Source: an optimization exercise on an open RTL-to-GDS flow (aim: small area, a short achievable clock period and few clock cycles per item). Production flows keep margins and buffers that such runs may drop. Where RTL was checked, it was by simulation tests only, not by an equivalence proof against the original. For runs 1 and 2, only the layout was checked, not whether the RTL still works. Power figures rest on the tool's default switching activity, not on a simulated workload.

<file path="design/flow/design.v">
module upb_freq_codec (
    input             clk,
    input             rst,           
    input             in_valid,
    output            in_ready,
    input      [3:0]  in_op,         
    input             in_layout,     
    input      [31:0] in_freq,
    input      [31:0] in_fcint,
    input      [31:0] in_fcfrac,
    input      [15:0] in_dreg0,
    input      [15:0] in_dreg1,
    output            out_valid,
    output     [3:0]  out_fcause,    
    output     [31:0] out_freq,
    output     [7:0]  out_fcint,
    output     [23:0] out_fcfrac,
    output     [15:0] out_dreg0,
    output     [15:0] out_dreg1
);
    localparam [31:0] F_MIN = 32'd775_000_000;
    localparam [31:0] F_MAX = 32'd1_100_000_000;
    reg          busy;       
    reg          rdy;        
    reg          mode;       
    reg  [2:0]   cnt;
    reg  [18:0]  rem;        
    reg  [31:0]  S;          
    reg          ov;
    reg  [2:0]   fc;
    reg          f31;        
    assign in_ready = rdy;
    assign out_valid = ov;
    assign out_fcause = {1'b0, fc};
    wire hz = (in_op == 4'hB);
    wire rh = (in_op == 4'hC);
    wire st = (in_op == 4'hD);
    wire rs = (in_op == 4'hE);
    wire a_bad = (|in_fcint[31:6]) || (|in_fcfrac[31:19]);
    wire b_bad = (|in_fcint[31:8]) || (|in_fcfrac[31:24]);
    wire r_flt = (rh & a_bad) | (st & (in_layout ? a_bad : b_bad));
    wire ill   = ~(hz | rh | st | rs);
    wire go    = hz | rh;
    wire [31:0] p0_dec = {{31{1'b0}}, 1'b1} << in_fcfrac[4:0];
    wire [22:0] p0;
    assign p0[0] = |(p0_dec & 32'haaaaaaaa);
    assign p0[1] = |(p0_dec & 32'hcccccccc);
    assign p0[2] = |(p0_dec & 32'hf0f0f0f0);
    assign p0[3] = |(p0_dec & 32'h55aa55aa);
    assign p0[4] = |(p0_dec & 32'h993366cc);
    assign p0[5] = |(p0_dec & 32'h1e3c78f0);
    assign p0[6] = |(p0_dec & 32'hb56ad5aa);
    assign p0[7] = |(p0_dec & 32'hd9b366cc);
    assign p0[8] = |(p0_dec & 32'h1e3c78f0);
    assign p0[9] = |(p0_dec & 32'hb56ad5aa);
    assign p0[10] = |(p0_dec & 32'h264c9933);
    assign p0[11] = |(p0_dec & 32'h6d25b496);
    assign p0[12] = |(p0_dec & 32'h49b6d924);
    assign p0[13] = |(p0_dec & 32'h71c71e38);
    assign p0[14] = |(p0_dec & 32'h2b52b56a);
    assign p0[15] = |(p0_dec & 32'h4d9b264c);
    assign p0[16] = |(p0_dec & 32'h24b692da);
    assign p0[17] = |(p0_dec & 32'he38e71c6);
    assign p0[18] = |(p0_dec & 32'hb52b5a94);
    assign p0[19] = |(p0_dec & 32'h39cc6318);
    assign p0[20] = |(p0_dec & 32'h3e0f83e0);
    assign p0[21] = |(p0_dec & 32'hc00ffc00);
    assign p0[22] = |(p0_dec & 32'hfff00000);
    reg  [31:0] S_ld;
    always @(*) begin
        case ({in_op[1:0], in_layout})
            3'b110, 3'b111: S_ld = {in_freq[11], in_freq[10], in_freq[9], in_freq[8], in_freq[7], in_freq[6], in_freq[5], in_freq[4], in_freq[3], in_freq[2], in_freq[1], in_freq[0], 1'b0, 1'b0, 1'b0, 1'b0, 1'b0, 1'b0, 1'b0, 1'b0, 1'b0, 1'b0, 1'b0, 1'b0, 1'b0, 1'b0, 1'b0, 1'b0, 1'b0, 1'b0, 1'b0, 1'b0};
            3'b000, 3'b001: S_ld = {in_fcfrac[8], in_fcfrac[7], in_fcfrac[6], in_fcfrac[5], in_fcfrac[12], in_fcfrac[11], in_fcfrac[10], in_fcfrac[9], in_fcfrac[16], in_fcfrac[15], in_fcfrac[14], in_fcfrac[13], in_fcint[1], in_fcint[0], in_fcfrac[18], in_fcfrac[17], in_fcint[5], in_fcint[4], in_fcint[3], in_fcint[2], 1'b0, 1'b0, 1'b0, 1'b0, 1'b0, 1'b0, 1'b0, p0[4], p0[3], p0[2], p0[1], p0[0]};
            3'b010:         S_ld = {in_fcfrac[8], in_fcfrac[7], in_fcfrac[6], in_fcfrac[5], in_fcfrac[12], in_fcfrac[11], in_fcfrac[10], in_fcfrac[9], in_fcfrac[16], in_fcfrac[15], in_fcfrac[14], in_fcfrac[13], in_fcint[1], in_fcint[0], in_fcfrac[18], in_fcfrac[17], in_fcint[5], in_fcint[4], in_fcint[3], in_fcint[2], in_fcint[7], in_fcint[6], in_fcfrac[23], in_fcfrac[22], in_fcfrac[21], in_fcfrac[20], in_fcfrac[19], in_fcfrac[4], in_fcfrac[3], in_fcfrac[2], in_fcfrac[1], in_fcfrac[0]};
            3'b011:         S_ld = {in_fcfrac[17], in_fcfrac[16], in_fcfrac[15], in_fcfrac[14], in_fcint[2], in_fcint[1], in_fcint[0], in_fcfrac[18], in_fcfrac[0], in_fcint[5], in_fcint[4], in_fcint[3], 1'b1, in_fcfrac[8], in_fcfrac[2], in_fcfrac[1], 1'b0, 1'b0, 1'b0, 1'b0, 1'b0, 1'b0, in_fcfrac[7], in_fcfrac[6], in_fcfrac[5], in_fcfrac[4], in_fcfrac[3], in_fcfrac[13], in_fcfrac[12], in_fcfrac[11], in_fcfrac[10], in_fcfrac[9]};
            3'b100:         S_ld = {in_dreg0[15], in_dreg0[14], in_dreg0[7], in_dreg0[6], in_dreg0[5], in_dreg0[4], in_dreg0[3], in_dreg0[13], in_dreg0[12], in_dreg0[11], in_dreg0[10], in_dreg0[9], in_dreg0[8], in_dreg0[2], in_dreg0[1], in_dreg0[0], in_dreg1[15], in_dreg1[14], in_dreg1[13], in_dreg1[12], in_dreg1[11], in_dreg1[10], in_dreg1[9], in_dreg1[8], in_dreg1[7], in_dreg1[6], in_dreg1[5], in_dreg1[4], in_dreg1[3], in_dreg1[2], in_dreg1[1], in_dreg1[0]};
            default:        S_ld = {1'b0, 1'b0, 1'b0, 1'b0, 1'b0, 1'b0, 1'b0, in_dreg1[15], in_dreg1[14], in_dreg1[13], in_dreg1[12], in_dreg1[11], in_dreg1[10], in_dreg1[9], in_dreg1[8], in_dreg1[7], in_dreg1[6], in_dreg1[5], in_dreg1[4], in_dreg1[3], in_dreg1[2], in_dreg1[1], in_dreg1[0], in_dreg0[8], in_dreg0[7], in_dreg0[6], in_dreg0[5], in_dreg0[4], in_dreg0[3], in_dreg0[2], in_dreg0[1], in_dreg0[0]};
        endcase
    end
    wire [18:0] rem_ld = in_op[0] ? in_freq[30:12] : {1'b0, p0[22:5]};
    wire [22:0] T  = {rem, S[31:28]};
    wire [5:0]  tt = T[22:17];
    wire [16:0] tu = T[16:0];
    wire [63:0] jlo_dec = {{63{1'b0}}, 1'b1} << tt;
    wire [4:0] jlo;
    assign jlo[0] = |(jlo_dec & 64'h136c9b26c);
    assign jlo[1] = |(jlo_dec & 64'h1c70e3c70);
    assign jlo[2] = |(jlo_dec & 64'h7f03f80);
    assign jlo[3] = |(jlo_dec & 64'h7ffc000);
    assign jlo[4] = |(jlo_dec & 64'h1f8000000);
    wire [63:0] jhi_dec = {{63{1'b0}}, 1'b1} << tt;
    wire [4:0] jhi;
    assign jhi[0] = |(jhi_dec & 64'hfffffffec9364d93);
    assign jhi[1] = |(jhi_dec & 64'hf1c78e1c);
    assign jhi[2] = |(jhi_dec & 64'h101f80fe0);
    assign jhi[3] = |(jhi_dec & 64'h1fff000);
    assign jhi[4] = |(jhi_dec & 64'h1fe000000);
    wire [63:0] ra_dec = {{63{1'b0}}, 1'b1} << tt;
    wire [17:0] ra;
    assign ra[0] = |(ra_dec & 64'h136c9b26c);
    assign ra[1] = |(ra_dec & 64'hf1c78e1c);
    assign ra[2] = |(ra_dec & 64'h1f03f81fc);
    assign ra[3] = |(ra_dec & 64'hc6c9cd90);
    assign ra[4] = |(ra_dec & 64'h1ce38438c);
    assign ra[5] = |(ra_dec & 64'h3e07c07c);
    assign ra[6] = |(ra_dec & 64'hc8c98d90);
    assign ra[7] = |(ra_dec & 64'h1c638438c);
    assign ra[8] = |(ra_dec & 64'h3e07c07c);
    assign ra[9] = |(ra_dec & 64'hc8c98d90);
    assign ra[10] = |(ra_dec & 64'h1c638438c);
    assign ra[11] = |(ra_dec & 64'h108ce7210);
    assign ra[12] = |(ra_dec & 64'h139c6318c);
    assign ra[13] = |(ra_dec & 64'h107c1f07c);
    assign ra[14] = |(ra_dec & 64'h1c909bd90);
    assign ra[15] = |(ra_dec & 64'hc738738c);
    assign ra[16] = |(ra_dec & 64'h109ce4210);
    assign ra[17] = |(ra_dec & 64'ha4a5294a);
    wire [63:0] rb_dec = {{63{1'b0}}, 1'b1} << tt;
    wire [18:0] rb;
    assign rb[0] = |(rb_dec & 64'hfffffffec9364d93);
    assign rb[1] = |(rb_dec & 64'hfffffffe38f1c38f);
    assign rb[2] = |(rb_dec & 64'hfffffffff80fc07f);
    assign rb[3] = |(rb_dec & 64'h13136726c);
    assign rb[4] = |(rb_dec & 64'hfffffffef70e31e3);
    assign rb[5] = |(rb_dec & 64'hfffffffe0f01f01f);
    assign rb[6] = |(rb_dec & 64'h13636426c);
    assign rb[7] = |(rb_dec & 64'hfffffffef10e31e3);
    assign rb[8] = |(rb_dec & 64'hfffffffe0f01f01f);
    assign rb[9] = |(rb_dec & 64'h13636426c);
    assign rb[10] = |(rb_dec & 64'hfffffffef10e31e3);
    assign rb[11] = |(rb_dec & 64'hc637bd8c);
    assign rb[12] = |(rb_dec & 64'hffffffffcef18c63);
    assign rb[13] = |(rb_dec & 64'hffffffffc1f07c1f);
    assign rb[14] = |(rb_dec & 64'hf6c64e6c);
    assign rb[15] = |(rb_dec & 64'hfffffffe31ce3de3);
    assign rb[16] = |(rb_dec & 64'hc6f7b18c);
    assign rb[17] = |(rb_dec & 64'h1adad6b5a);
    assign rb[18] = |(rb_dec & 64'hffffffffffffffff);
    wire [18:0] da = {1'b0, ra} + {2'b0, tu};
    wire [18:0] db = rb + {2'b0, tu};
    wire        bge = ~db[18];
    wire [4:0]  dq  = bge ? jhi : jlo;
    wire [17:0] dr  = bge ? db[17:0] : da[17:0];
    wire [15:0] md_dec = {{15{1'b0}}, 1'b1} << S[31:28];
    wire [21:0] md;
    assign md[0] = |(md_dec & 16'haaaa);
    assign md[1] = |(md_dec & 16'hcccc);
    assign md[2] = |(md_dec & 16'hf0f0);
    assign md[3] = |(md_dec & 16'h55aa);
    assign md[4] = |(md_dec & 16'h66cc);
    assign md[5] = |(md_dec & 16'h78f0);
    assign md[6] = |(md_dec & 16'hd5aa);
    assign md[7] = |(md_dec & 16'h66cc);
    assign md[8] = |(md_dec & 16'h78f0);
    assign md[9] = |(md_dec & 16'hd5aa);
    assign md[10] = |(md_dec & 16'h66cc);
    assign md[11] = |(md_dec & 16'hd25a);
    assign md[12] = |(md_dec & 16'h9b6c);
    assign md[13] = |(md_dec & 16'h1c70);
    assign md[14] = |(md_dec & 16'hb52a);
    assign md[15] = |(md_dec & 16'h264c);
    assign md[16] = |(md_dec & 16'h92da);
    assign md[17] = |(md_dec & 16'h71c6);
    assign md[18] = |(md_dec & 16'h5a94);
    assign md[19] = |(md_dec & 16'h6318);
    assign md[20] = |(md_dec & 16'h83e0);
    assign md[21] = |(md_dec & 16'hfc00);
    wire [21:0] ms = {4'd0, rem[17:0]} + md;
    wire last  = mode ? (cnt == 3'd5) : (cnt == 3'd4);
    wire first = (cnt == 3'd0);
    wire [18:0] rem_st = mode ? {1'b0, dr} : {1'b0, ms[21:4]};
    wire [31:0] fop = {f31, rem, S[31:20]};            
    wire fbad  = (fop < F_MIN) || (fop > F_MAX);
    wire abort = first & (fc[0] | (mode & fbad));
    always @(posedge clk) begin
        if (rst) begin
            busy <= 1'b0;
            ov   <= 1'b0;
        end else if (busy) begin
            ov <= last | abort;
            if (last | abort) busy <= 1'b0;
        end else begin
            ov   <= in_valid & ~go;
            busy <= in_valid & go;
        end
    end
    always @(posedge clk) begin
        if (rst)       rdy <= 1'b1;
        else if (busy) rdy <= last | abort;
        else           rdy <= ~(in_valid & go);
    end
    always @(posedge clk) begin
        if (busy) begin
            cnt <= cnt + 3'd1;
            rem <= rem_st;
            S   <= {S[27:1], (first & mode) ? dq[4] : S[0], mode ? dq[3:0] : ms[3:0]};
            if (first & mode & fbad) fc <= 3'b110;
        end else begin
            mode <= in_op[0];
            cnt  <= 3'd0;
            fc   <= {r_flt, ill | r_flt, r_flt};
            f31  <= in_freq[31];
            rem  <= rem_ld;
            S    <= S_ld;
        end
    end
    assign {out_fcint, out_fcfrac} = {S[31], S[30], S[24], S[23], S[22], S[21], S[20], S[19], S[29], S[28], S[27], S[26], S[25], S[18], S[17], S[16], S[15], S[14], S[13], S[12], S[11], S[10], S[9], S[8], S[7], S[6], S[5], S[4], S[3], S[2], S[1], S[0]};
    assign {out_dreg0, out_dreg1}  = {S[11], S[10], S[15], S[14], S[13], S[12], S[19], S[18], S[9], S[8], S[7], S[6], S[5], S[17], S[16], S[23], S[22], S[21], S[20], S[27], S[26], S[25], S[24], S[31], S[30], S[29], S[28], S[4], S[3], S[2], S[1], S[0]};
    assign out_freq = {1'b0, rem[17:0], S[3], S[2], S[1], S[0], S[7], S[6], S[5], S[4], S[11], S[10], S[9], S[8], S[15]};    
endmodule
</file>
<file path="design/flow/flow/run.sh">
#!/bin/bash
# Standard ORFS layout (standard.sh), with the port buffers made of the smallest buffer
# and timing repair aiming below the clock period. Each step's output goes to its own log.
set -euo pipefail
export BUFFER_PORTS_ARGS="-buffer_cell sky130_fd_sc_hd__buf_1"
if [[ -f flow/margin.txt ]]; then export SETUP_SLACK_MARGIN=$(cat flow/margin.txt); fi
bash standard.sh synth > synth.log 2>&1
bash standard.sh floorplan > floorplan.log 2>&1
bash standard.sh place > place.log 2>&1
bash standard.sh cts > cts.log 2>&1
bash standard.sh route > route.log 2>&1
bash standard.sh finish > finish.log 2>&1
</file>
<file path="design/flow/flow/margin.txt">
7.0
</file>
<file path="design/flow/standard.sh">
#!/bin/bash
# synth_recipe.tcl (not shown) runs the flow's synth.tcl, then flattens the netlist and writes it again
# the make line also repeats each setting of config.mk as NAME=value (left out here)
make -C /OpenROAD-flow-scripts/flow DESIGN_CONFIG=/design/flow/config.mk WORK_HOME=/design/flow/orfs CLKGATE_MAP_FILE= SYNTH_SCRIPT=/design/flow/synth_recipe.tcl "${@:-finish}"
</file>
<file path="design/flow/config.mk">
export PLATFORM = sky130hd
export DESIGN_NAME = upb_freq_codec
export DESIGN_NICKNAME = upb_freq_codec
export VERILOG_FILES = /design/flow/design.v
export SDC_FILE = /design/flow/constraint.sdc
export NUM_CORES = 4
export LEC_CHECK = 0
export CAP_MARGIN = 20
export CORE_MARGIN = 2
export CORE_UTILIZATION = 55
export SLEW_MARGIN = 20
</file>
<file path="design/flow/constraint.sdc">
create_clock -name core_clock -period 11.0 [get_ports {clk}]
set_input_delay 2.2000 -clock core_clock [delete_from_list [all_inputs] [get_ports {clk}]]
set_output_delay 2.2000 -clock core_clock [all_outputs]
set_load 0.01 [all_outputs]
</file>
==> results of run 1 <==
## worst paths after layout
kind / start / end / slack (ps) / cells after the start
setup / recovery: in_layout / S[20]$_DFF_P_ / 7070 / 7
hold / removal: cnt[0]$_SDFF_PN0_ / cnt[0]$_SDFF_PN0_ / 480 / 1
setup reg to reg: rem[15]$_DFF_P_ / rem[7]$_DFF_P_ / 7100 / 18
hold reg to reg: cnt[0]$_SDFF_PN0_ / cnt[0]$_SDFF_PN0_ / 480 / 1
## kinds of logic after synthesis
group,count (synthesis)
XOR/XNOR,62
AND/OR/NAND/NOR,367
flip-flops,62
AO/OA/AOI/OAI,529
other,1
adder cells (fa/ha/maj),61
buffers and inverters,215
multiplexers,34
## final cells by class
cell class | instances | area, sq um | area share (%)
Tap cell | 220 | 275 | 2.67
Sequential cell | 62 | 1310 | 12.7
Clock buffer | 9 | 225 | 2.18
Clock inverter | 7 | 50.0 | 0.485
Timing Repair Buffer | 273 | 1350 | 13.1
Multi-Input combinational cell | 1057 | 6960 | 67.4
Inverter | 40 | 155 | 1.50
## per-stage QoR
step	util (%)	total power [uW]	hold slack [ps]	area, sq um
final	62.7	1720	475	10300
after global routing	62.7	1830	496	10300
after CTS	61.4	1660	478	10100
after detailed placement	57.8	1330	464	9520
after global placement	57.8	1340	458	9520
after floorplan	-	1100	441	9170
## flip-flops by register name, indices dropped and copies added, names as in the netlist
name / cells
fc: 3
S: 32
f31: 1
mode: 1
rdy: 1
cnt: 3
rem: 19
ov: 1
busy: 1
## synth_stat cells, types with 7 or more instances
master    count  area [sq um]
a211oi_1     46           345
a21o_1       28           210
a21oi_1     132           661
a221oi_1     21           184
a22oi_1      20           150
a31oi_1      25           156
and2_1       11          68.8
buf_1        21          78.8
buf_4        72           541
clkbuf_1     75           282
dfxtp_1      57          1140
ha_1         54           676
inv_1        38           143
mux2_2        8          90.1
mux2i_1      26           260
nand2_1      97           364
nand2b_1     21           131
nand3_1      20           100
nand4_1      11          68.8
nor2_1      112           420
nor2b_1      26           163
nor3_1       25           125
nor4_1       13          81.3
o211ai_1     14           105
o21a_1        8          60.1
o21ai_0     124           621
o21ai_1       7          35.0
o21bai_1      7          52.6
o22ai_1      33           206
o31ai_1       7          52.6
or2_2         7          43.8
or3_1         7          43.8
xnor2_1      39           342
xor2_1       23           201
## per-layer routing
layer / vias up / GRT usage, %
li1: 5109 / -
met1: 4922 / 51.3
met2: 566 / 62.0
met3: 90 / 4.11
met4: 0 / 13.5
met5: - / 0
## power breakdown
part	total, uW	leakage, uW	switching [uW]	internal (uW)
Sequential	304	0.000534	49.7	254
Combinational	1150	0.00329	688	461
Clock	265	0.000128	113	153
## timing repair
action / 4_1_cts / 5_1_grt
setup endpoints to repair: 40 / 27
resized for setup: 37 / 35
cloned: 3 / 2
setup buffers: 8 / 9
pin swaps: 2 / 7
==> flow_metrics.py, run 1 <==
metrics = {
    "sta": {
        "drv_slew": 0,
        "fin_setup_tns_ps": 0,
        "relSlewSlack_pct": 39.7,
        "setup_violations": 0,
        "fin_crit_sh_pct": 35.8,
        "worst_slack_ps": 7070,
        "timing.fmax_mhz": 254,
        "skew_ps": 10.3,
        "rsz0062_at_grt": "yes",
        "min_period_ps": 3930,
        "max_slew.worst_pin.slew_ps": 903,
        "finalHoldViolCount": 0,
    },
    "grt": {
        "antenna_found_initial": 0,
        "grt_max_degree": 79,
        "grt_pass1_wl_mm": 52.7,
        "grt_pass1_vias": 9341,
        "grt_use_total_pct": 37.7,
        "overflow": 0,
    },
    "critical_path": {
        "critical-path-max-stage-delay_ps": 610,
        "start_kind": "input port",
        "critical_path_class": "input port to flip-flop",
        "endpoint_kind": "flip-flop",
        "worstPathMaxFanout": 38,
        "cp_common_cell": "o21ai_0",
        "crit_family": "compound AO/OA/AOI/OAI gates",
        "cp.required_ps": 11250,
        "crit_chain": "buf_2, nor2b_2, a22o_1, a22oi_1, o21ai_0, o21ai_0, o21ai_0",
        "cp.arrival_ps": 4180,
        "worst-path-buf-inv": 1,
        "crit_path_top_delay_cell": "buf_2",
    },
    "die": {
        "die_x_um": 133,
        "die_area_sq_mm": 0.0177,
        "fp.coreArea_sq_mm": 0.0165,
        "io_pins": 238,
        "die_h_um": 133,
        "start_util_pct": 55.7,
        "num_rows": 47,
    },
    "cells_and_area": {
        "areaGrowthSynthToFinish_pct": 12.6,
        "final_common_cell": "buf_1",
        "stdcell_count": 1668,
        "fillers": 1652,
        "fin_nets": 1636,
        "final_cell_mix": "buf_1 (232), a21oi_1 (131), o21ai_0 (120)",
        "layout-drive-gt1-share_pct": 8.01,
        "diodes": 0,
    },
    "logic_synthesis": {
        "ys_seq_area_share_pct": 14.1,
        "mappedNetlistArea_sq_mm": 0.00917,
        "synth.distinct_cells": 72,
        "syn_avg_cell_area_sq_um": 6.89,
        "synth_edf_count": 5,
        "synth_compound_area_share_pct": 36.8,
        "yosys.area_share.xor_xnor_pct": 5.92,
        "async_reset_ff_share_pct": 0,
        "yosys_warnings": 1,
        "synthFlopType": "dfxtp_1",
        "synthCells": 1331,
        "synth_top_family_by_area": "compound AO/OA/AOI/OAI gates",
        "synth_mux_area_share_pct": 3.82,
        "synth_fa_ha_area_share_pct": 8.46,
        "yosys.area_share.simple_pct": 18.9,
        "ys_ff_latch": 62,
    },
    "placed_design": {
        "place.gp.congestion": 0.958,
        "portBuffers": 235,
        "hpwl_mm": 26.2,
        "post-place-ws_ps": 5960,
        "dp.cells": 1630,
    },
    "cts": {
        "cts_buffer_depth": 2,
        "cts_tree": "done",
        "clkLatencyLatePin_ps": 340,
        "cts.sinks": 62,
        "cts-htree-levels": 3,
        "cts_buffers": 9,
        "cts.clk_slew.worst_paths_ps": 60,
        "holdBufCountCts": 0,
        "cts_root_buf": "clkbuf_16",
    },
    "route": {
        "maxUsedRoutingLayer": "met4",
        "wl_met3_mm": 2.69,
        "vias": 10700,
        "ant_nets": 0,
        "routed_via_density": 6.41,
        "wl_met2_mm": 16.5,
        "wirelength_mm": 35.5,
        "drtIter0Drc": 1106,
        "wl_met1_mm": 14.9,
        "drc": 0,
        "drt-pass1-iter-count": 5,
        "post_drt_wl_per_cell_um": 21.3,
    },
    "worst_hold_path": {
        "holdCritPathClass": "flip-flop to flip-flop",
    },
    "flow_run": {
        "cap_viol_max_count": 0,
    },
    "status": {
        "status": "finished clean",
    },
    "power_and_ir_drop": {
        "power.density_mw_per_mm2": 166,
        "peakVddDrop_mv": 0.0912,
        "leakagePower_uw": 0.00396,
    },
}
==> inputs of run 2 (changes only) <==
--- a/design/flow/design.v
+++ b/design/flow/design.v
@@ -30,2 +30,5 @@
     reg  [2:0]   fc;
+    reg  [31:0]  O;          
+    reg  [2:0]   fco;        
+    reg          qpend;      
     reg          f31;        
@@ -33,3 +36,3 @@
     assign out_valid = ov;
-    assign out_fcause = {1'b0, fc};
+    assign out_fcause = {1'b0, fco};
     wire hz = (in_op == 4'hB);
@@ -174,12 +177,23 @@
     wire abort = first & (fc[0] | (mode & fbad));
+    wire [31:0] S_step = {S[27:1], (first & mode) ? dq[4] : S[0], mode ? dq[3:0] : ms[3:0]};
+    wire upd = ~busy | last;               
+    wire acc = in_valid & rdy;
     always @(posedge clk) begin
         if (rst) begin
-            busy <= 1'b0;
-            ov   <= 1'b0;
-        end else if (busy) begin
-            ov <= last | abort;
-            if (last | abort) busy <= 1'b0;
+            busy  <= 1'b0;
+            rdy   <= 1'b1;
+            ov    <= 1'b0;
+            qpend <= 1'b0;
         end else begin
-            ov   <= in_valid & ~go;
-            busy <= in_valid & go;
+            ov    <= (busy & (last | abort)) | qpend;
+            qpend <= upd & acc & ~go;
+            if (upd) begin
+                busy <= acc & go;
+                rdy  <= ~(acc & go);
+            end else if (abort) begin
+                busy <= 1'b0;
+                rdy  <= 1'b1;
+            end else begin
+                rdy  <= mode ? (cnt == 3'd4) : (cnt == 3'd3);
+            end
         end
@@ -187,13 +201,5 @@
     always @(posedge clk) begin
-        if (rst)       rdy <= 1'b1;
-        else if (busy) rdy <= last | abort;
-        else           rdy <= ~(in_valid & go);
-    end
-    always @(posedge clk) begin
-        if (busy) begin
-            cnt <= cnt + 3'd1;
-            rem <= rem_st;
-            S   <= {S[27:1], (first & mode) ? dq[4] : S[0], mode ? dq[3:0] : ms[3:0]};
-            if (first & mode & fbad) fc <= 3'b110;
-        end else begin
+        O   <= {(qpend ? S[31] : S_step[31]), (qpend ? S[30] : mode ? S_step[30] : rem_st[17]), (qpend ? S[29] : mode ? S_step[29] : rem_st[16]), (qpend ? S[28] : mode ? S_step[28] : rem_st[15]), (qpend ? S[27] : mode ? S_step[27] : rem_st[14]), (qpend ? S[26] : mode ? S_step[26] : rem_st[13]), (qpend ? S[25] : mode ? S_step[25] : rem_st[12]), (qpend ? S[24] : mode ? S_step[24] : rem_st[11]), (qpend ? S[23] : mode ? S_step[23] : rem_st[10]), (qpend ? S[22] : mode ? S_step[22] : rem_st[9]), (qpend ? S[21] : mode ? S_step[21] : rem_st[8]), (qpend ? S[20] : mode ? S_step[20] : rem_st[7]), (qpend ? S[19] : mode ? S_step[19] : rem_st[6]), (qpend ? S[18] : mode ? S_step[18] : rem_st[5]), (qpend ? S[17] : mode ? S_step[17] : rem_st[4]), (qpend ? S[16] : mode ? S_step[16] : rem_st[3]), (qpend ? S[15] : S_step[15]), (qpend ? S[14] : mode ? S_step[14] : rem_st[2]), (qpend ? S[13] : mode ? S_step[13] : rem_st[1]), (qpend ? S[12] : mode ? S_step[12] : rem_st[0]), (qpend ? S[11] : S_step[11]), (qpend ? S[10] : S_step[10]), (qpend ? S[9] : S_step[9]), (qpend ? S[8] : S_step[8]), (qpend ? S[7] : S_step[7]), (qpend ? S[6] : S_step[6]), (qpend ? S[5] : S_step[5]), (qpend ? S[4] : S_step[4]), (qpend ? S[3] : S_step[3]), (qpend ? S[2] : S_step[2]), (qpend ? S[1] : S_step[1]), (qpend ? S[0] : S_step[0])};
+        fco <= qpend ? fc : (busy & first & mode & fbad) ? 3'b110 : fc;
+        if (upd) begin
             mode <= in_op[0];
@@ -204,7 +210,11 @@
             S    <= S_ld;
+        end else begin
+            cnt <= cnt + 3'd1;
+            rem <= rem_st;
+            S   <= S_step;
         end
     end
-    assign {out_fcint, out_fcfrac} = {S[31], S[30], S[24], S[23], S[22], S[21], S[20], S[19], S[29], S[28], S[27], S[26], S[25], S[18], S[17], S[16], S[15], S[14], S[13], S[12], S[11], S[10], S[9], S[8], S[7], S[6], S[5], S[4], S[3], S[2], S[1], S[0]};
-    assign {out_dreg0, out_dreg1}  = {S[11], S[10], S[15], S[14], S[13], S[12], S[19], S[18], S[9], S[8], S[7], S[6], S[5], S[17], S[16], S[23], S[22], S[21], S[20], S[27], S[26], S[25], S[24], S[31], S[30], S[29], S[28], S[4], S[3], S[2], S[1], S[0]};
-    assign out_freq = {1'b0, rem[17:0], S[3], S[2], S[1], S[0], S[7], S[6], S[5], S[4], S[11], S[10], S[9], S[8], S[15]};    
+    assign {out_fcint, out_fcfrac} = {O[31], O[30], O[24], O[23], O[22], O[21], O[20], O[19], O[29], O[28], O[27], O[26], O[25], O[18], O[17], O[16], O[15], O[14], O[13], O[12], O[11], O[10], O[9], O[8], O[7], O[6], O[5], O[4], O[3], O[2], O[1], O[0]};
+    assign {out_dreg0, out_dreg1}  = {O[11], O[10], O[15], O[14], O[13], O[12], O[19], O[18], O[9], O[8], O[7], O[6], O[5], O[17], O[16], O[23], O[22], O[21], O[20], O[27], O[26], O[25], O[24], O[31], O[30], O[29], O[28], O[4], O[3], O[2], O[1], O[0]};
+    assign out_freq = {1'b0, O[30], O[29], O[28], O[27], O[26], O[25], O[24], O[23], O[22], O[21], O[20], O[19], O[18], O[17], O[16], O[14], O[13], O[12], O[3], O[2], O[1], O[0], O[7], O[6], O[5], O[4], O[11], O[10], O[9], O[8], O[15]};
 endmodule
==> flow_metrics.py, run 2 <==
metrics = {
    "power_and_ir_drop": {
        "p_sw_uw": 1030,
        "peakVddDrop_mv": 0.0730,
        "totalPowerFinal_uw": 2120,
        "leakagePower_uw": 0.00449,
        "p_int_uw": 1090,
        "sw_frac_of_total_pct": 48.7,
        "clkPwrFrac_pct": 15.1,
        "power_frac_comb_pct": 62.3,
        "power.density_mw_per_mm2": 182,
        "p_seq_share_pct": 22.6,
    },
    "critical_path": {
        "worst-path-buf-inv": 2,
        "start_kind": "flip-flop",
        "critical_path_class": "flip-flop to flip-flop",
        "crit_path_top_delay_cell": "xor2_1",
        "worstPathMaxFanout": 29,
        "cp.arrival_ps": 4150,
        "cp.required_ps": 11240,
        "endpoint_kind": "flip-flop",
        "crit_chain": "buf_4, inv_1, o21ai_2, ha_1, o21a_1, a21o_1, o21a_1, o21a_1, a311oi_2, xor2_1, a211oi_1, a21o_1",
        "crit_family": "compound AO/OA/AOI/OAI gates",
        "cp_common_cell": "o21a_1",
        "critical-path-max-stage-delay_ps": 550,
    },
    "cells_and_area": {
        "diodes": 0,
        "reg_top3": "O: 32 flops, S: 32 flops, rem: 19 flops",
        "final_cell_mix": "buf_1 (232), a21oi_1 (157), nor2_1 (130)",
        "fin_nets": 1782,
        "stdcell_count": 1826,
        "areaGrowthSynthToFinish_pct": 11.6,
        "final_common_cell": "buf_1",
        "fillers": 1814,
        "layout-drive-gt1-share_pct": 8.54,
    },
    "grt": {
        "grt_pass1_wl_mm": 57.4,
        "grt_pass1_vias": 10100,
        "grt_use_total_pct": 37.2,
        "grt_max_degree": 78,
        "overflow": 0,
        "antenna_found_initial": 0,
    },
    "logic_synthesis": {
        "ys_top_cells_by_count": "a21oi_1 (158), nor2_1 (134), o21ai_0 (134)",
        "synthFlopType": "dfxtp_1",
        "ys_ff_latch": 97,
        "synthCells": 1471,
        "ys_seq_area_share_pct": 19.1,
        "syn_avg_cell_area_sq_um": 7.07,
        "synth.area.top_cells": "dfxtp_1 (18%), a21oi_1 (7.6%), ha_1 (6.7%)",
        "mappedNetlistArea_sq_mm": 0.0104,
        "yosysTopAreaCellShare_pct": 17.9,
        "yosys.area.top_type": "dfxtp_1",
        "synth.distinct_cells": 75,
        "async_reset_ff_share_pct": 0,
        "yosys.cell_count.top_type": "a21oi_1",
        "synth_edf_count": 4,
        "yosys_warnings": 1,
    },
    "cts": {
        "cts_buffers": 9,
        "cts_tree": "done",
        "cts_root_buf": "clkbuf_16",
        "holdBufCountCts": 0,
        "cts_buffer_depth": 2,
        "cts-htree-levels": 3,
        "cts.clk_slew.worst_paths_ps": 80,
        "clkLatencyLatePin_ps": 360,
        "cts.sinks": 97,
    },
    "die": {
        "io_pins": 238,
        "fp.coreArea_sq_mm": 0.0186,
        "start_util_pct": 55.8,
        "die_x_um": 142,
        "die_h_um": 142,
        "num_rows": 50,
        "die_area_sq_mm": 0.0200,
    },
    "placed_design": {
        "dp.cells": 1784,
        "hpwl_mm": 29.4,
        "portBuffers": 235,
        "place.gp.congestion": 0.988,
        "post-place-ws_ps": 5880,
    },
    "sta": {
        "rsz0062_at_grt": "yes",
        "relSlewSlack_pct": 47.4,
        "max_slew.worst_pin.slew_ps": 789,
        "timing.fmax_mhz": 256,
        "finalHoldViolCount": 0,
        "timing.hold.ws_ps": 426,
        "skew_ps": 16.1,
        "min_period_ps": 3910,
        "worst_slack_ps": 7090,
        "setup_violations": 0,
        "fin_setup_tns_ps": 0,
        "fin_crit_sh_pct": 35.5,
        "drv_slew": 0,
    },
    "route": {
        "vias": 11800,
        "drc": 0,
        "drt-pass1-iter-count": 9,
        "post_drt_wl_per_cell_um": 21.6,
        "ant_nets": 0,
        "wirelength_mm": 39.4,
        "routed_via_density": 6.48,
        "drtIter0Drc": 1330,
    },
    "status": {
        "status": "finished clean",
    },
    "flow_run": {
        "cap_viol_max_count": 0,
    },
    "worst_hold_path": {
        "holdCritPathClass": "flip-flop to flip-flop",
    },
}
run 2: cell count changes in the layout (fill, tap and decap cells not counted), sizes merged, moves of 7 or more:
cell	delta
nor2	+22
a21o	-7
a211oi	-11
buf	+7
nor3	+8
mux2i	+12
dfxtp	+36
nand2	+26
o211ai	+17
a21oi	+26
a22oi	-7
a31oi	+8
a221oi	-9
run 2: routing by layer:
metal  vias up  GRT usage, %  wire, um
met2       760          55.9     17000
met4         0          18.7      2310
met3       127          7.22      3900
li1       5571             -         -
met1      5372          50.9     16300
met5         -             0         0
run 2: cells by family after synthesis:
| logic type | after synthesis | synth area share (%) |
|---|---|---|
| simple gates | 432 | 19.5 |
| mux | 50 | 4.96 |
| fa+ha+maj | 61 | 7.51 |
| xor+xnor | 60 | 5.05 |
| other cells | 1 | 0.0360 |
| compound gates | 559 | 33.5 |
| flops | 97 | 19.1 |
| buf+inv | 211 | 10.3 |
run 2: power by group through the flow:
stage	Clock, uW	Combinational (uW)	Sequential (uW)
2_1_floorplan	0	915	480
3_3_place_gp	0	1180	482
3_5_place_dp	0	1180	483
4_1_cts	322	1220	477
5_1_grt	334	1420	487
6_report	320	1320	479
run 2: cell type report:
type | count | area [sq um] | area share (%)
clock buffer | 10 | 239 | 2.06
sequential | 97 | 1990 | 17.2
multi-input combinational | 1166 | 7570 | 65.2
tap | 234 | 293 | 2.52
inverter | 32 | 120 | 1.03
clock inverter | 6 | 55.1 | 0.474
timing repair buffer | 281 | 1340 | 11.5
run 2: final timing paths:
check,start,endpoint,slack [ps],cells after the start
worst max-delay path,S[28]$_DFF_P_,O[27]$_DFF_P_,7090,12
worst max register to register,S[28]$_DFF_P_,O[27]$_DFF_P_,7090,12
worst min register to register,fc[1]$_DFFE_PN_,fco[1]$_DFF_P_,430,1
worst min-delay path,fc[1]$_DFFE_PN_,fco[1]$_DFF_P_,430,1
run 2: stage by stage:
step	util (%)	area, sq um
global route	62.3	11600
detailed placement	57.9	10800
finish	62.3	11600
global placement	57.9	10800
floorplan	-	10400
CTS	60.4	11300
run 2: repair_timing:
item / 4_1_cts / 5_1_grt
endpoints found under the hold margin: 0 / 0
setup endpoints to repair: 42 / 35
gates resized for setup: 34 / 43
pin swaps: 7 / 12
buffers inserted: 5 / 16
gates cloned: 2 / 3
==> inputs of run 3 (changes only) <==
--- a/design/flow/design.v
+++ b/design/flow/design.v
@@ -46,27 +46,23 @@
     wire go    = hz | rh;
-    wire [31:0] p0_dec = {{31{1'b0}}, 1'b1} << in_fcfrac[4:0];
-    wire [22:0] p0;
-    assign p0[0] = |(p0_dec & 32'haaaaaaaa);
-    assign p0[1] = |(p0_dec & 32'hcccccccc);
-    assign p0[2] = |(p0_dec & 32'hf0f0f0f0);
-    assign p0[3] = |(p0_dec & 32'h55aa55aa);
-    assign p0[4] = |(p0_dec & 32'h993366cc);
-    assign p0[5] = |(p0_dec & 32'h1e3c78f0);
-    assign p0[6] = |(p0_dec & 32'hb56ad5aa);
-    assign p0[7] = |(p0_dec & 32'hd9b366cc);
-    assign p0[8] = |(p0_dec & 32'h1e3c78f0);
-    assign p0[9] = |(p0_dec & 32'hb56ad5aa);
-    assign p0[10] = |(p0_dec & 32'h264c9933);
-    assign p0[11] = |(p0_dec & 32'h6d25b496);
-    assign p0[12] = |(p0_dec & 32'h49b6d924);
-    assign p0[13] = |(p0_dec & 32'h71c71e38);
-    assign p0[14] = |(p0_dec & 32'h2b52b56a);
-    assign p0[15] = |(p0_dec & 32'h4d9b264c);
-    assign p0[16] = |(p0_dec & 32'h24b692da);
-    assign p0[17] = |(p0_dec & 32'he38e71c6);
-    assign p0[18] = |(p0_dec & 32'hb52b5a94);
-    assign p0[19] = |(p0_dec & 32'h39cc6318);
-    assign p0[20] = |(p0_dec & 32'h3e0f83e0);
-    assign p0[21] = |(p0_dec & 32'hc00ffc00);
-    assign p0[22] = |(p0_dec & 32'hfff00000);
+    wire [1:0] p0_dec = {{1{1'b0}}, 1'b1} << in_fcfrac[0:0];
+    wire [18:0] p0;
+    assign p0[0] = |(p0_dec & 2'h2);
+    assign p0[1] = 1'b0;
+    assign p0[2] = 1'b0;
+    assign p0[3] = |(p0_dec & 2'h2);
+    assign p0[4] = 1'b0;
+    assign p0[5] = 1'b0;
+    assign p0[6] = |(p0_dec & 2'h2);
+    assign p0[7] = 1'b0;
+    assign p0[8] = 1'b0;
+    assign p0[9] = |(p0_dec & 2'h2);
+    assign p0[10] = |(p0_dec & 2'h3);
+    assign p0[11] = |(p0_dec & 2'h2);
+    assign p0[12] = 1'b0;
+    assign p0[13] = 1'b0;
+    assign p0[14] = |(p0_dec & 2'h2);
+    assign p0[15] = 1'b0;
+    assign p0[16] = |(p0_dec & 2'h2);
+    assign p0[17] = |(p0_dec & 2'h2);
+    assign p0[18] = 1'b0;
     reg  [31:0] S_ld;
@@ -75,5 +71,5 @@
             3'b110, 3'b111: S_ld = {in_freq[11], in_freq[10], in_freq[9], in_freq[8], in_freq[7], in_freq[6], in_freq[5], in_freq[4], in_freq[3], in_freq[2], in_freq[1], in_freq[0], 1'b0, 1'b0, 1'b0, 1'b0, 1'b0, 1'b0, 1'b0, 1'b0, 1'b0, 1'b0, 1'b0, 1'b0, 1'b0, 1'b0, 1'b0, 1'b0, 1'b0, 1'b0, 1'b0, 1'b0};
-            3'b000, 3'b001: S_ld = {in_fcfrac[8], in_fcfrac[7], in_fcfrac[6], in_fcfrac[5], in_fcfrac[12], in_fcfrac[11], in_fcfrac[10], in_fcfrac[9], in_fcfrac[16], in_fcfrac[15], in_fcfrac[14], in_fcfrac[13], in_fcint[1], in_fcint[0], in_fcfrac[18], in_fcfrac[17], in_fcint[5], in_fcint[4], in_fcint[3], in_fcint[2], 1'b0, 1'b0, 1'b0, 1'b0, 1'b0, 1'b0, 1'b0, p0[4], p0[3], p0[2], p0[1], p0[0]};
-            3'b010:         S_ld = {in_fcfrac[8], in_fcfrac[7], in_fcfrac[6], in_fcfrac[5], in_fcfrac[12], in_fcfrac[11], in_fcfrac[10], in_fcfrac[9], in_fcfrac[16], in_fcfrac[15], in_fcfrac[14], in_fcfrac[13], in_fcint[1], in_fcint[0], in_fcfrac[18], in_fcfrac[17], in_fcint[5], in_fcint[4], in_fcint[3], in_fcint[2], in_fcint[7], in_fcint[6], in_fcfrac[23], in_fcfrac[22], in_fcfrac[21], in_fcfrac[20], in_fcfrac[19], in_fcfrac[4], in_fcfrac[3], in_fcfrac[2], in_fcfrac[1], in_fcfrac[0]};
-            3'b011:         S_ld = {in_fcfrac[17], in_fcfrac[16], in_fcfrac[15], in_fcfrac[14], in_fcint[2], in_fcint[1], in_fcint[0], in_fcfrac[18], in_fcfrac[0], in_fcint[5], in_fcint[4], in_fcint[3], 1'b1, in_fcfrac[8], in_fcfrac[2], in_fcfrac[1], 1'b0, 1'b0, 1'b0, 1'b0, 1'b0, 1'b0, in_fcfrac[7], in_fcfrac[6], in_fcfrac[5], in_fcfrac[4], in_fcfrac[3], in_fcfrac[13], in_fcfrac[12], in_fcfrac[11], in_fcfrac[10], in_fcfrac[9]};
+            3'b000, 3'b001: S_ld = {in_fcfrac[4], in_fcfrac[3], in_fcfrac[2], in_fcfrac[1], in_fcfrac[8], in_fcfrac[7], in_fcfrac[6], in_fcfrac[5], in_fcfrac[12], in_fcfrac[11], in_fcfrac[10], in_fcfrac[9], in_fcfrac[16], in_fcfrac[15], in_fcfrac[14], in_fcfrac[13], in_fcint[1], in_fcint[0], in_fcfrac[18], in_fcfrac[17], in_fcint[5], in_fcint[4], in_fcint[3], in_fcint[2], 1'b0, 1'b0, 1'b0, 1'b0, 1'b0, 1'b0, 1'b0, p0[0]};
+            3'b010:         S_ld = {in_fcfrac[4], in_fcfrac[3], in_fcfrac[2], in_fcfrac[1], in_fcfrac[8], in_fcfrac[7], in_fcfrac[6], in_fcfrac[5], in_fcfrac[12], in_fcfrac[11], in_fcfrac[10], in_fcfrac[9], in_fcfrac[16], in_fcfrac[15], in_fcfrac[14], in_fcfrac[13], in_fcint[1], in_fcint[0], in_fcfrac[18], in_fcfrac[17], in_fcint[5], in_fcint[4], in_fcint[3], in_fcint[2], in_fcint[7], in_fcint[6], in_fcfrac[23], in_fcfrac[22], in_fcfrac[21], in_fcfrac[20], in_fcfrac[19], in_fcfrac[0]};
+            3'b011:         S_ld = {in_fcfrac[13], in_fcfrac[12], in_fcfrac[11], in_fcfrac[10], in_fcfrac[17], in_fcfrac[16], in_fcfrac[15], in_fcfrac[14], in_fcint[2], in_fcint[1], in_fcint[0], in_fcfrac[18], in_fcfrac[0], in_fcint[5], in_fcint[4], in_fcint[3], 1'b1, in_fcfrac[8], in_fcfrac[2], in_fcfrac[1], 1'b0, 1'b0, 1'b0, 1'b0, 1'b0, 1'b0, in_fcfrac[7], in_fcfrac[6], in_fcfrac[5], in_fcfrac[4], in_fcfrac[3], in_fcfrac[9]};
             3'b100:         S_ld = {in_dreg0[15], in_dreg0[14], in_dreg0[7], in_dreg0[6], in_dreg0[5], in_dreg0[4], in_dreg0[3], in_dreg0[13], in_dreg0[12], in_dreg0[11], in_dreg0[10], in_dreg0[9], in_dreg0[8], in_dreg0[2], in_dreg0[1], in_dreg0[0], in_dreg1[15], in_dreg1[14], in_dreg1[13], in_dreg1[12], in_dreg1[11], in_dreg1[10], in_dreg1[9], in_dreg1[8], in_dreg1[7], in_dreg1[6], in_dreg1[5], in_dreg1[4], in_dreg1[3], in_dreg1[2], in_dreg1[1], in_dreg1[0]};
@@ -82,3 +78,3 @@
     end
-    wire [18:0] rem_ld = in_op[0] ? in_freq[30:12] : {1'b0, p0[22:5]};
+    wire [18:0] rem_ld = in_op[0] ? in_freq[30:12] : {1'b0, p0[18:1]};
     wire [22:0] T  = {rem, S[31:28]};
@@ -171,3 +167,3 @@
     wire [21:0] ms = {4'd0, rem[17:0]} + md;
-    wire last  = mode ? (cnt == 3'd5) : (cnt == 3'd4);
+    wire last  = mode ? (cnt == 3'd5) : (cnt == 3'd5);
     wire first = (cnt == 3'd0);
@@ -196,3 +192,3 @@
             end else begin
-                rdy  <= mode ? (cnt == 3'd4) : (cnt == 3'd3);
+                rdy  <= mode ? (cnt == 3'd4) : (cnt == 3'd4);
             end
@@ -217,3 +213,3 @@
     assign {out_fcint, out_fcfrac} = {O[31], O[30], O[24], O[23], O[22], O[21], O[20], O[19], O[29], O[28], O[27], O[26], O[25], O[18], O[17], O[16], O[15], O[14], O[13], O[12], O[11], O[10], O[9], O[8], O[7], O[6], O[5], O[4], O[3], O[2], O[1], O[0]};
-    assign {out_dreg0, out_dreg1}  = {O[11], O[10], O[15], O[14], O[13], O[12], O[19], O[18], O[9], O[8], O[7], O[6], O[5], O[17], O[16], O[23], O[22], O[21], O[20], O[27], O[26], O[25], O[24], O[31], O[30], O[29], O[28], O[4], O[3], O[2], O[1], O[0]};
+    assign {out_dreg0, out_dreg1}  = {O[7], O[6], O[11], O[10], O[9], O[8], O[15], O[14], O[5], O[4], O[3], O[2], O[1], O[13], O[12], O[19], O[18], O[17], O[16], O[23], O[22], O[21], O[20], O[27], O[26], O[25], O[24], O[31], O[30], O[29], O[28], O[0]};
     assign out_freq = {1'b0, O[30], O[29], O[28], O[27], O[26], O[25], O[24], O[23], O[22], O[21], O[20], O[19], O[18], O[17], O[16], O[14], O[13], O[12], O[3], O[2], O[1], O[0], O[7], O[6], O[5], O[4], O[11], O[10], O[9], O[8], O[15]};
==> design/flow/flow/margin.txt (replaced) <==
7.2
--- a/design/flow/config.mk
+++ b/design/flow/config.mk
@@ -9,3 +9,3 @@
 export CORE_MARGIN = 2
-export CORE_UTILIZATION = 55
+export CORE_UTILIZATION = 50
 export SLEW_MARGIN = 20
==> flow_metrics.py, run 3 <==
metrics = {
    "status": {
        "status": "finished clean",
    },
    "logic_synthesis": {
        "synthCells": 1336,
        "ys_top_cells_by_count": "a21oi_1 (170), o21ai_0 (122), nand2_1 (119)",
        "syn_avg_cell_area_sq_um": 7.21,
        "yosys.area.top_type": "dfxtp_1",
        "ys_ff_latch": 97,
        "yosys.cell_count.top_type": "a21oi_1",
        "synth.area.top_cells": "dfxtp_1 (19%), a21oi_1 (8.8%), ha_1 (7.1%)",
        "ys_seq_area_share_pct": 20.6,
        "synthFlopType": "dfxtp_1",
        "yosys_warnings": 1,
        "async_reset_ff_share_pct": 0,
        "synth.distinct_cells": 81,
        "yosysTopAreaCellShare_pct": 19.3,
        "synth_edf_count": 4,
        "mappedNetlistArea_sq_mm": 0.00963,
    },
    "die": {
        "fp.coreArea_sq_mm": 0.0188,
        "die_area_sq_mm": 0.0204,
        "die_x_um": 143,
        "die_h_um": 143,
        "num_rows": 50,
        "start_util_pct": 51.2,
        "io_pins": 238,
    },
    "critical_path": {
        "critical_path_class": "flip-flop to flip-flop",
        "start_kind": "flip-flop",
        "worst-path-buf-inv": 3,
        "worstPathMaxFanout": 9,
        "cp.required_ps": 11260,
        "cp.arrival_ps": 4070,
        "endpoint_kind": "flip-flop",
        "critical-path-max-stage-delay_ps": 350,
        "crit_family": "compound AO/OA/AOI/OAI gates",
        "crit_chain": "buf_12, nand2b_2, xnor2_1, o22ai_1, a21oi_1, nor2_1, nor2_2, buf_4, inv_1, ha_2, a211o_1, a31oi_4, o2111ai_2, a31oi_2, o31ai_2, a21oi_2, xor2_1, o311ai_2, a31o_2",
        "crit_path_top_delay_cell": "dfxtp_4",
    },
    "grt": {
        "grt_max_degree": 81,
        "grt_pass1_vias": 9174,
        "antenna_found_initial": 2,
        "grt_use_total_pct": 33.3,
        "grt_pass1_wl_mm": 52.1,
        "overflow": 0,
    },
    "cts": {
        "cts_buffer_depth": 2,
        "cts.clk_slew.worst_paths_ps": 90,
        "cts_root_buf": "clkbuf_16",
        "cts_tree": "done",
        "cts-htree-levels": 3,
        "cts_buffers": 9,
        "clkLatencyLatePin_ps": 360,
        "holdBufCountCts": 0,
        "cts.sinks": 97,
    },
    "route": {
        "ant_nets": 0,
        "routed_via_density": 6.22,
        "vias": 10900,
        "wirelength_mm": 36.9,
        "drtIter0Drc": 1292,
        "drc": 0,
        "drt-pass1-iter-count": 6,
        "post_drt_wl_per_cell_um": 21.0,
    },
    "sta": {
        "fin_setup_tns_ps": 0,
        "finalHoldViolCount": 0,
        "setup_violations": 0,
        "drv_slew": 0,
        "skew_ps": 20.4,
        "min_period_ps": 3810,
        "max_slew.worst_pin.slew_ps": 925,
        "relSlewSlack_pct": 37.4,
        "fin_crit_sh_pct": 34.6,
        "rsz0062_at_grt": "yes",
        "timing.fmax_mhz": 262,
    },
    "power_and_ir_drop": {
        "peakVddDrop_mv": 0.0760,
        "leakagePower_uw": 0.00452,
        "power.density_mw_per_mm2": 158,
    },
    "cells_and_area": {
        "final_util_pct": 61.5,
        "final_common_cell": "buf_1",
        "layout-drive-gt1-share_pct": 13.3,
        "final_cell_mix": "buf_1 (232), a21oi_1 (161), nand2_1 (117)",
        "areaGrowthSynthToFinish_pct": 20.2,
        "fin_nets": 1688,
        "reg_top3": "O: 32 flops, S: 32 flops, rem: 19 flops",
    },
    "worst_hold_path": {
        "holdCritPathClass": "flip-flop to flip-flop",
    },
    "placed_design": {
        "place.gp.congestion": 0.980,
        "hpwl_mm": 26.0,
        "portBuffers": 235,
    },
    "flow_run": {
        "cap_viol_max_count": 0,
    },
}
[run 3: timing repair]
action / CTS / global route
resized for setup: 63 / 78
buffers inserted: 10 / 31
endpoints found under the setup margin: 40 / 45
gates cloned: 4 / 6
pin swaps: 11 / 37
[run 3: through the flow]
step | std cells | area, sq um | hold slack (ps) | worst slack, ps | total power, uW
6_report | 1760 | 11600 | 456 | 7190 | 1830
3_5_place_dp | 1692 | 10100 | 437 | 5980 | 1330
3_3_place_gp | 1692 | 10100 | 438 | 6060 | 1330
4_1_cts | 1722 | 10900 | 456 | 7180 | 1710
5_1_grt | 1759 | 11600 | 461 | 7080 | 1930
2_1_floorplan | 1337 | 9640 | 407 | 7240 | 1130
[run 3: layer usage]
layer / routed length [um] / up-vias / track usage [%]
met2: 15500 / 685 / 48.0
met5: 0 / - / 0
met3: 4390 / 95 / 8.42
met1: 15900 / 5010 / 49.2
met4: 1040 / 0 / 8.23
li1: - / 5159 / -
[run 3: logic make-up after synthesis]
kind of cell / Yosys count / synth area share (%)
buf+inv: 188 / 10.3
mux: 40 / 4.27
fa+ha+maj: 59 / 7.87
compound gates: 517 / 33.7
simple gates: 376 / 18.0
xor+xnor: 58 / 5.35
flops: 97 / 20.6
other cells: 1 / 0.0389
[run 3: path summary, 6_finish.rpt]
path / from / endpoint / slack (ps) / cells past startpoint
worst max register to register: rem[16]$_DFF_P_ / rem[17]$_DFF_P_ / 7190 / 19
worst max-delay path: rem[16]$_DFF_P_ / rem[17]$_DFF_P_ / 7190 / 19
worst min register to register: fc[1]$_DFFE_PN_ / fco[1]$_DFF_P_ / 460 / 1
worst min-delay path: fc[1]$_DFFE_PN_ / fco[1]$_DFF_P_ / 460 / 1
[run 3: final cells by class]
class / instances / area (sq um)
clock buffer: 9 / 225
sequential: 97 / 1990
inverter: 29 / 121
tap: 260 / 325
timing repair buffer: 302 / 1640
multi-input combinational: 1054 / 7180
clock inverter: 7 / 82.6
timing repair inverter: 1 / 5.00
antenna: 1 / 2.50
fill: 1752 / 7250
[run 3: power breakdown]
part | switching (uW) | internal [uW]
Combinational | 623 | 410
Clock | 153 | 181
Sequential | 52.7 | 405
Testbench counts of run 3, summed over its fixed seeds: cycles 10,791, items 2,400.
==> inputs of run 4 (changes only) <==
==> design/flow/flow/margin.txt (replaced) <==
6.8
--- a/design/flow/config.mk
+++ b/design/flow/config.mk
@@ -9,3 +9,3 @@
 export CORE_MARGIN = 2
-export CORE_UTILIZATION = 50
+export CORE_UTILIZATION = 60
 export SLEW_MARGIN = 20
==> flow_metrics.py, run 4 <==
metrics = {
    "status": {
        "status": "finished clean",
    },
    "grt": {
        "top_usage_layer": "met2",
        "overflow": 0,
        "grt_pass1_wl_mm": 49.8,
        "grt_max_degree": 70,
        "antenna_found_initial": 0,
        "met1_usage_pct": 54.2,
        "grt_use_met2_pct": 55.6,
        "grt_pass1_vias": 9066,
        "grt_use_total_pct": 38.2,
        "met3_usage_pct": 10.6,
    },
    "cts": {
        "cts.clk_slew.worst_paths_ps": 80,
        "cts-htree-levels": 3,
        "cts_buffer_depth": 2,
        "clkLatencyLatePin_ps": 360,
        "cts_root_buf": "clkbuf_16",
        "holdBufCountCts": 0,
        "cts_tree": "done",
        "cts_buffers": 9,
        "cts.sinks": 97,
    },
    "cells_and_area": {
        "fillers": 1458,
        "multi_input_area_sq_mm": 0.00680,
        "areaGrowthSynthToFinish_pct": 10.2,
        "reg_top3": "O: 32 flops, S: 32 flops, rem: 19 flops",
        "fin_nets": 1645,
        "final_common_cell": "buf_1",
        "stdcell_count": 1673,
        "layout-drive-gt1-share_pct": 7.28,
        "final_cell_mix": "buf_1 (232), a21oi_1 (166), nand2_1 (119), o21ai_0 (119), nor2_1 (112)",
        "final_util_pct": 67.3,
        "register_area_sq_mm": 0.00199,
    },
    "critical_path": {
        "cp.depth": 18,
        "reg2reg_slack_ps": 6890,
        "cp.required_ps": 11240,
        "cp_common_cell": "o21ai_0",
        "cp.arrival_ps": 4340,
        "crit_path_top_delay_cell": "fa_1",
        "r2r-start": "rem[16]$_DFF_P_",
        "start_kind": "flip-flop",
        "crit_path_end": "rem[12]$_DFF_P_",
        "critical_path_class": "flip-flop to flip-flop",
        "critical-path-max-stage-delay_ps": 420,
        "endpoint_kind": "flip-flop",
        "rr_worst_depth": 18,
        "cp-startpoint": "rem[16]$_DFF_P_",
        "crit_chain": "buf_12, or2b_4, nand3_1, o21ai_0, a21oi_1, nor2_1, nor2_2, inv_1, ha_1, fa_1, a21o_1, a21oi_2, o21ai_0, a31oi_2, nor3_1, o31ai_1, a2bb2oi_1, o221ai_1",
        "worstPathMaxFanout": 25,
        "worst-path-buf-inv": 2,
        "crit_family": "compound AO/OA/AOI/OAI gates",
        "r2r-end": "rem[12]$_DFF_P_",
    },
    "route": {
        "drt-pass1-iter-count": 5,
        "vias": 10700,
        "drc": 0,
        "wirelength_mm": 33.9,
        "routed_via_density": 6.39,
        "drtIter0Drc": 1243,
        "post_drt_wl_per_cell_um": 20.3,
        "ant_nets": 0,
    },
    "sta": {
        "fin_crit_sh_pct": 37.3,
        "drv_slew": 0,
        "timing.fmax_mhz": 244,
        "setup_violations": 0,
        "finalHoldViolCount": 0,
        "relSlewSlack_pct": 42.9,
        "fin_setup_tns_ps": 0,
        "rsz0062_at_grt": "yes",
        "skew_ps": 9.28,
        "min_period_ps": 4110,
        "worst_slack_ps": 6890,
        "max_slew.worst_pin.slew_ps": 856,
    },
    "logic_synthesis": {
        "synthCells": 1336,
        "ys_ff_latch": 97,
        "synth_fa_ha_area_share_pct": 7.87,
        "ys_seq_area_share_pct": 20.6,
        "synth_top_family_by_area": "compound AO/OA/AOI/OAI gates",
        "yosys_warnings": 1,
        "synth_compound_area_share_pct": 33.7,
        "yosys.area.top_type": "dfxtp_1",
        "ys_top_cells_by_count": "a21oi_1 (170), o21ai_0 (122), nand2_1 (119)",
        "synth_edf_count": 4,
        "syn_avg_cell_area_sq_um": 7.21,
        "mappedNetlistArea_sq_mm": 0.00963,
        "synth.area.top_cells": "dfxtp_1 (19%), a21oi_1 (8.8%), ha_1 (7.1%)",
        "synth.distinct_cells": 81,
        "yosys.area_share.simple_pct": 18.0,
        "yosysTopAreaCellShare_pct": 19.3,
        "yosys.area_share.xor_xnor_pct": 5.35,
        "async_reset_ff_share_pct": 0,
        "synth_mux_area_share_pct": 4.27,
        "yosys.cell_count.top_type": "a21oi_1",
        "synthFlopType": "dfxtp_1",
    },
    "power_and_ir_drop": {
        "power.density_mw_per_mm2": 161,
        "peakVddDrop_mv": 0.0989,
        "leakagePower_uw": 0.00416,
    },
    "die": {
        "fp.coreArea_sq_mm": 0.0158,
        "die_x_um": 131,
        "num_rows": 46,
        "start_util_pct": 61.1,
        "die_area_sq_mm": 0.0171,
        "io_pins": 238,
        "die_h_um": 131,
    },
    "placed_design": {
        "post-place-ws_ps": 6050,
        "dp.cells": 1645,
        "place.gp.congestion": 1.00,
        "hpwl_mm": 25.4,
        "portBuffers": 235,
    },
    "worst_hold_path": {
        "holdCritPathClass": "flip-flop to flip-flop",
    },
    "flow_run": {
        "cap_viol_max_count": 0,
    },
}
[run 4: cell counts after synthesis]
Identical to the previous run, type by type.
[run 4: how the worst min path moves through the flow]
stage | startpoint | end | slack [ps] | cells past startpoint
finish | rdy$_SDFF_PP1_ | qpend$_SDFF_PP0_ | 460 | 2
detailed placement | rdy$_SDFF_PP1_ | qpend$_SDFF_PP0_ | 450 | 2
CTS | rdy$_SDFF_PP1_ | qpend$_SDFF_PP0_ | 470 | 2
global route | rdy$_SDFF_PP1_ | qpend$_SDFF_PP0_ | 480 | 2
global placement | fc[1]$_DFFE_PN_ | fco[1]$_DFF_P_ | 440 | 1
floorplan | fc[1]$_DFFE_PN_ | fco[1]$_DFF_P_ | 410 | 1
[run 4: worst reg2reg max path, stage by stage (launching register included)]
cell and delay (ps):
dfxtp_2 410, buf_12 190, or2b_4 340, nand3_1 80
o21ai_0 80, a21oi_1 170, nor2_1 80, nor2_2 200
inv_1 70, ha_1 240, fa_1 420, a21o_1 190
a21oi_2 210, o21ai_0 160, a31oi_2 280, nor3_1 70
o31ai_1 370, a2bb2oi_1 270, o221ai_1 150
[run 4: kinds of logic (layout without fill, tap and decap cells)]
group,after synthesis,count (layout)
and+or+nand+nor,376,376
adders and majority gates,59,59
xor gates and xnor gates,58,58
buffers and inverters,188,305
AOI/OAI and AO/OA,517,519
muxes,40,40
other,1,3
DFF,97,97
[run 4: repair_timing]
item	4_1_cts	5_1_grt
resized for setup	17	34
pin swaps	1	5
cloned	1	3
setup endpoints to repair	30	40
hold endpoints to repair	0	0
buffers inserted	3	4
[run 4: per-stage QoR]
step	instance area (sq um)	hold slack, ps	power [uW]
finish	10600	461	1710
global route	10600	476	1820
CTS	10400	465	1660
detailed placement	10000	451	1320
global placement	10000	438	1310
floorplan	9640	407	1130
[run 4: cell type report]
class,instances,share of cell area [%]
diodes,1,0.0236
inverters,29,1.11
well taps,216,2.54
multi-input cells,1054,64.1
flip-flops and latches,97,18.7
clock inverters,7,0.778
clock buffers,9,2.12
repair buffers,259,10.6
repair inverters,1,0.0471
[run 4: power breakdown]
| part | leakage [uW] | switching [uW] | internal (uW) |
|---|---|---|---|
| logic | 0.00319 | 573 | 344 |
| clock network | 0.000152 | 150 | 181 |
| registers | 0.000821 | 53.5 | 405 |
[run 4: per-layer routing]
metal	wire length [um]	vias to the layer above	part of all wire, %
met5	0	-	0
met4	1260	0	3.7
met3	4080	90	12
met2	14400	680	42
met1	14200	4858	42
li1	-	5057	-
==> inputs of run 5 (changes only) <==
==> design/flow/flow/margin.txt (replaced) <==
7.0
--- a/design/flow/config.mk
+++ b/design/flow/config.mk
@@ -9,3 +9,4 @@
 export CORE_MARGIN = 2
-export CORE_UTILIZATION = 60
+export CORE_UTILIZATION = 55
+export GPL_ROUTABILITY_DRIVEN = 0
 export SLEW_MARGIN = 20
==> flow_metrics.py, run 5 <==
metrics = {
    "status": {
        "status": "finished clean",
    },
    "cts": {
        "cts.sinks": 97,
        "cts_buffers": 9,
        "holdBufCountCts": 0,
        "cts_tree": "done",
        "clkLatencyLatePin_ps": 380,
        "cts_buffer_depth": 2,
        "cts_root_buf": "clkbuf_16",
        "cts-htree-levels": 3,
        "cts.clk_slew.worst_paths_ps": 90,
    },
    "cells_and_area": {
        "layout-drive-gt1-share_pct": 9.68,
        "final_common_cell": "buf_1",
        "fin_nets": 1656,
        "final_cell_mix": "buf_1 (232), a21oi_1 (165), nand2_1 (119)",
        "areaGrowthSynthToFinish_pct": 13.4,
        "diodes": 0,
        "reg_top3": "O: 32 flops, S: 32 flops, rem: 19 flops",
    },
    "grt": {
        "grt_pass1_vias": 8917,
        "grt_max_degree": 75,
        "antenna_found_initial": 0,
        "grt_pass1_wl_mm": 50.5,
        "grt_use_total_pct": 35.5,
        "overflow": 0,
    },
    "route": {
        "post_drt_wl_per_cell_um": 20.9,
        "drc": 0,
        "wirelength_mm": 35.3,
        "vias": 10800,
        "routed_via_density": 6.39,
        "drt-pass1-iter-count": 8,
        "ant_nets": 0,
        "drtIter0Drc": 1445,
    },
    "sta": {
        "skew_ps": 24.4,
        "fin_setup_tns_ps": 0,
        "timing.fmax_mhz": 246,
        "max_slew.worst_pin.slew_ps": 894,
        "min_period_ps": 4070,
        "rsz0062_at_grt": "no",
        "finalHoldViolCount": 0,
        "relSlewSlack_pct": 39.5,
        "timing.hold.ws_ps": 430,
        "fin_crit_sh_pct": 37.0,
        "drv_slew": 0,
        "setup_violations": 0,
    },
    "die": {
        "die_h_um": 136,
        "fp.coreArea_sq_mm": 0.0172,
        "die_x_um": 136,
        "io_pins": 238,
        "die_area_sq_mm": 0.0186,
        "start_util_pct": 55.9,
        "num_rows": 48,
    },
    "logic_synthesis": {
        "synthFlopType": "dfxtp_1",
        "synth.distinct_cells": 81,
        "ys_top_cells_by_count": "a21oi_1 (170), o21ai_0 (122), nand2_1 (119)",
        "yosys.cell_count.top_type": "a21oi_1",
        "syn_avg_cell_area_sq_um": 7.21,
        "synth_edf_count": 4,
        "yosysTopAreaCellShare_pct": 19.3,
        "yosys_warnings": 1,
        "yosys.area.top_type": "dfxtp_1",
        "synth.area.top_cells": "dfxtp_1 (19%), a21oi_1 (8.8%), ha_1 (7.1%)",
        "ys_ff_latch": 97,
        "async_reset_ff_share_pct": 0,
        "ys_seq_area_share_pct": 20.6,
        "mappedNetlistArea_sq_mm": 0.00963,
        "synthCells": 1336,
    },
    "worst_hold_path": {
        "holdCritPathClass": "flip-flop to flip-flop",
    },
    "critical_path": {
        "critical-path-max-stage-delay_ps": 420,
        "start_kind": "flip-flop",
        "critical_path_class": "flip-flop to flip-flop",
        "cp_common_cell": "o21ai_0",
        "cp.arrival_ps": 4320,
        "crit_path_top_delay_cell": "o21ai_0",
        "crit_chain": "buf_12, or2_2, o21ai_0, a221oi_1, o21ai_0, ha_1, o21a_1, a31oi_2, o2111ai_2, a31oi_2, nor2_1, xnor2_1, mux2i_1, o21ai_0, a21oi_1",
        "cp.required_ps": 11250,
        "endpoint_kind": "flip-flop",
        "worst-path-buf-inv": 1,
        "worstPathMaxFanout": 38,
        "crit_family": "compound AO/OA/AOI/OAI gates",
    },
    "flow_run": {
        "cap_viol_max_count": 0,
    },
    "power_and_ir_drop": {
        "leakagePower_uw": 0.00428,
        "power.density_mw_per_mm2": 160,
        "peakVddDrop_mv": 0.0867,
    },
    "placed_design": {
        "hpwl_mm": 25.2,
        "portBuffers": 235,
    },
}
[run 5: cell counts after synthesis]
No cell type changed its count.
[run 5: area by class of cell]
class                   count  area [sq um]
clock inverters             7          78.8
repair inverters            1          5.00
flip-flops and latches     97          1990
well taps                 225           282
repair buffers            271          1290
clock buffers               9           225
multi-input cells        1053          6940
inverters                  29           118
fillers                  1585          6310
[run 5: per-layer routing]
layer / up-vias / GRT usage, % / wire (um)
met5: - / 0 / 0
met4: 0 / 9.55 / 1090
met3: 87 / 6.79 / 3880
met2: 709 / 50.1 / 14900
met1: 4948 / 54.3 / 15400
li1: 5076 / - / -
[run 5: kinds of logic (layout without fill, tap and decap cells)]
family          Yosys count  in the layout  share of synthesized area, %
compound gates          517            518                          33.7
simple gates            376            376                          18.0
buf+inv                 188            317                          10.3
flops                    97             97                          20.6
fa+ha+maj                59             59                          7.87
xor+xnor                 58             58                          5.35
mux                      40             40                          4.27
other cells               1              2                        0.0389
[run 5: worst register-to-register path, stage by stage, from the launching register on]
cell,delay (ps)
dfxtp_1,330
buf_12,170
or2_2,380
o21ai_0,260
a221oi_1,160
o21ai_0,430
ha_1,370
o21a_1,240
a31oi_2,260
o2111ai_2,160
a31oi_2,280
nor2_1,80
xnor2_1,340
mux2i_1,140
o21ai_0,290
a21oi_1,70
[run 5: stage by stage]
step	cell area [sq um]	cells	setup WS, ps	power, uW	util, %
finish	10900	1692	6930	1750	63.4
global route	10900	1692	6860	1850	63.4
CTS	10600	1680	6940	1670	61.3
detailed placement	10100	1655	5730	1320	58.3
global placement	10100	1655	5900	1320	58.3
floorplan	9640	1337	7110	1130	-
[run 5: worst paths after layout]
check / slack (ps) / end / depth (start not counted) / startpoint
worst max-delay path: 6930 / rem[15]$_DFF_P_ / 15 / rem[14]$_DFF_P_
worst min-delay path: 430 / fco[1]$_DFF_P_ / 1 / fc[1]$_DFFE_PN_
worst max register to register: 6930 / rem[15]$_DFF_P_ / 15 / rem[14]$_DFF_P_
worst min register to register: 430 / fco[1]$_DFF_P_ / 1 / fc[1]$_DFFE_PN_
[run 5: timing repair]
action / 4_1_cts / 5_1_grt
buffers inserted: 7 / 8
gates cloned: 2 / 4
resized for setup: 36 / 49
pin swaps: 4 / 11
setup endpoints to repair: 38 / 34
[run 5: report_power, final]
group | internal [uW] | switching, uW | leakage, uW
sequential | 405 | 54.2 | 0.000822
combinational | 365 | 594 | 0.00331
clock | 162 | 167 | 0.000148

## static timing again, ports no longer ideal
The flow's constraints put no driver on any port. The routed layouts listed below were extracted and timed again, unchanged, in two steps. Step 1 (the two cells are an assumption about what drives the block):
set clk [get_ports {clk}]
set_driving_cell -lib_cell sky130_fd_sc_hd__clkbuf_16 $clk
set_driving_cell -lib_cell sky130_fd_sc_hd__buf_2 [delete_from_list [all_inputs] $clk]
Step 2 adds t to the input delays and takes it off the output delays; t is the mean of the earliest and latest rising clock arrival at the registers after step 1. Input paths then give back, and output paths get back, about the clock's delay inside the block. Three values: ideal ports, drivers, drivers and shift; two values: the first two.
| run | shift t [ns] | setup WS [ns] | worst slew at a driven data input, ns |
|---|---|---|---|
| run 1 | 0.377 | 7.067 / 7.088 / 6.711 | 0.09 |
| run 2 | 0.392 | 7.093 / 7.093 / 6.768 | 0.05 |
| run 3 | 0.396 | 7.190 / 7.190 / 6.922 | 0.05 |
| run 4 | 0.399 | 6.893 / 6.893 / 6.587 | 0.04 |
| run 5 | 0.402 | 6.930 / 6.930 / 6.753 | 0.04 |
After both steps every run listed still meets setup and hold. For run 1, which loses most, drivers alone change the setup slack by +0.021 ns; drivers and shift together by -0.356 ns.
